Background: an optimization exercise with open tools, aiming at small area, a short achievable clock period and few clock cycles. Do not read the settings as production practice. Function was checked by simulation only, so behaviour that the tests miss may differ from the original. Power and IR drop assume default switching activity.

== v58 ==
Design pcwlc_core, start of the top module:
module pcwlc_core (
    input  wire        clk,
    input  wire        rst,
    input  wire        host_we,
    input  wire [2:0]  host_addr,
    input  wire [63:0] host_wdata,
    output wire [31:0] status,
    output wire [63:0] res,
    output wire [63:0] res2,
    output wire [31:0] erraddr,
    output reg         port_req,
    output reg         port_we,
    output reg  [1:0]  port_size,     
    output reg  [16:0] port_addr,
    output wire [31:0] port_wdata,
    input  wire        port_ack,
    input  wire [1:0]  port_fail,     
    input  wire [31:0] port_rdata,
    input  wire [63:0] now
);
    localparam [2:0] C_OK      = 3'd0;
    localparam [2:0] C_NOTFND  = 3'd1;
    localparam [2:0] C_ALIGN   = 3'd2;
    localparam [2:0] C_RANGE   = 3'd3;
    localparam [2:0] C_UNSUP   = 3'd4;
    localparam [2:0] C_IOFAIL  = 3'd5;
    localparam [2:0] C_ILLEGAL = 3'd6;
    localparam [4:0] OP_CFG_READ   = 5'h01;
    localparam [4:0] OP_CFG_WRITE  = 5'h02;
    localparam [4:0] OP_FIND_STD   = 5'h03;
    localparam [4:0] OP_FIND_EXT   = 5'h04;
    localparam [4:0] OP_ENABLE     = 5'h05;
    localparam [4:0] OP_DISABLE    = 5'h06;
    localparam [4:0] OP_RETRAIN    = 5'h07;
    localparam [4:0] OP_SET_SPEED  = 5'h08;
    localparam [4:0] OP_READ_STAT  = 5'h09;
    localparam [4:0] OP_WAIT_TRAIN = 5'h0A;
    localparam [4:0] OP_HOT_RESET  = 5'h0B;
    localparam [4:0] OP_SET_BITS   = 5'h0C;
    localparam [4:0] S_IDLE  = 5'd0;
    localparam [4:0] S_FIN   = 5'd1;    
    localparam [4:0] S_CFGR  = 5'd2;
    localparam [4:0] S_CFGW  = 5'd3;
    localparam [4:0] S_ST    = 5'd4;    
  ...
Size: about 3300 cells after synthesis, roughly 430 flip-flops, ~410 I/O pins, roughly 27000 um2 of cells after synthesis.
==> flow/config.mk <==
export PLATFORM = sky130hd
export DESIGN_NAME = pcwlc_core
export DESIGN_NICKNAME = pcwlc_core
export VERILOG_FILES = /design/flow/design.v
export SDC_FILE = /design/flow/constraint.sdc
export NUM_CORES = 4
export LEC_CHECK = 0
export CAP_MARGIN = 20
export CORE_MARGIN = 2
export CORE_UTILIZATION = 40
export SETUP_SLACK_MARGIN = 4.5
export SLEW_MARGIN = 20
==> flow/constraint.sdc <==
create_clock -name core_clock -period 8.0 [get_ports {clk}]
set_input_delay 1.6000 -clock core_clock [delete_from_list [all_inputs] [get_ports {clk}]]
set_output_delay 1.6000 -clock core_clock [all_outputs]
set_load 0.01 [all_outputs]
standard.sh (not shown) runs the stock make flow with config.mk's settings and CLKGATE_MAP_FILE= SYNTH_SCRIPT=/design/flow/synth_recipe.tcl, a recipe that flattens the netlist after the stock synthesis.
==> flow/flow/run.sh <==
#!/bin/bash
# Layout flow: the standard flow (standard.sh: the standard synthesis,
# then ORFS to the routed layout) with two layout settings changed:
#  - the port buffers are buf_1 cells instead of the delay buffers that
#    buffer_ports picks by default; timing repair upsizes the ones on
#    critical paths;
#  - the resizer may change a cell's footprint when it sizes cells
#    (MATCH_CELL_FOOTPRINT=0), so timing repair can upsize freely.
# The output of the whole run goes to standard.log in the work folder; ORFS
# keeps each step's log under orfs/logs/.
set -euo pipefail
bash standard.sh MATCH_CELL_FOOTPRINT=0 \
    "BUFFER_PORTS_ARGS=-buffer_cell sky130_fd_sc_hd__buf_1" \
    finish > standard.log 2>&1
v58 did not stop at any stage, and its layout met the timing, DRC and antenna checks.
Testbench counts of v58, summed over its fixed seeds: cycles 67,760.
Input-level comparison between v51 and v58:
Settings: changing SETUP_SLACK_MARGIN from 4.5 to 4.25; setting PLACE_DENSITY to 0.75 for the first time.
Results
- v51 against v58: multi-input combinational area share fell by 0.22 points; end-of-flow core utilization shows a reduction of 1.4 points; mapped cell area now sits at about the same level; overall power consumption went down.
- Delta (v51 minus v58): cell area shrank by 900 um2, final worst-path setup slack saw an increase, met3 layer wire length in the routed design saw an increase, combinational share of power dropped 0.6 points.
- Compared with v58, v51 shows final cell count that has gone down slightly.
- In the metrics for v58 and v51, the one carrying the higher sequential share of power is v51.
Input-level comparison between v36 and v51:
Settings: SLEW_MARGIN changed from 20 to 10; CAP_MARGIN changed from 20 to 10; SETUP_SLACK_MARGIN changed from 4.25 to 4.
==> run notes <==
Changes observed in v36 relative to v51: area of the core region comparable, via count now smaller, synthesis-to-finish area growth now smaller, final standard cell area without fillers now smaller, setup slack now smaller.

## static timing again, ports no longer ideal
Ports are ideal in the flow. The routed layouts listed here were re-timed in OpenROAD.
Step 1 (the two cells are an assumption about what drives the block):
set clk [get_ports {clk}]
set_driving_cell -lib_cell sky130_fd_sc_hd__clkbuf_16 $clk
set_driving_cell -lib_cell sky130_fd_sc_hd__buf_2 [delete_from_list [all_inputs] $clk]
Step 2 moves the port delays by t, midway between the first and last clock arrival at a register: inputs arrive t later, outputs are due t later. That takes back most of the time a late clock gives input paths.
a / b / c = no drivers / after step 1 / after step 2; a / b = the first two.
| run | t, ns | slack for setup (ns) | hold WS [ns] | worst setup path after step 2 | slew at the worst register clock pin (ns) |
|---|---|---|---|---|---|
| v58 | 0.670 | 4.127 / 4.128 / 3.483 | 0.470 / 0.470 / 0.470 | input to register | 0.07 / 0.07 |
| v51 | 0.669 | 4.150 / 4.170 / 3.504 | 0.472 / 0.472 / 0.472 | input to register | 0.07 / 0.07 |
| v36 | 0.666 | 3.886 / 3.924 / 3.258 | 0.470 / 0.470 / 0.470 | input to register | 0.07 / 0.07 |
After both steps setup and hold are still met in every run listed. The setup slack of v51, which loses most, moves by +0.020 ns with the drivers and by -0.646 ns with both steps.
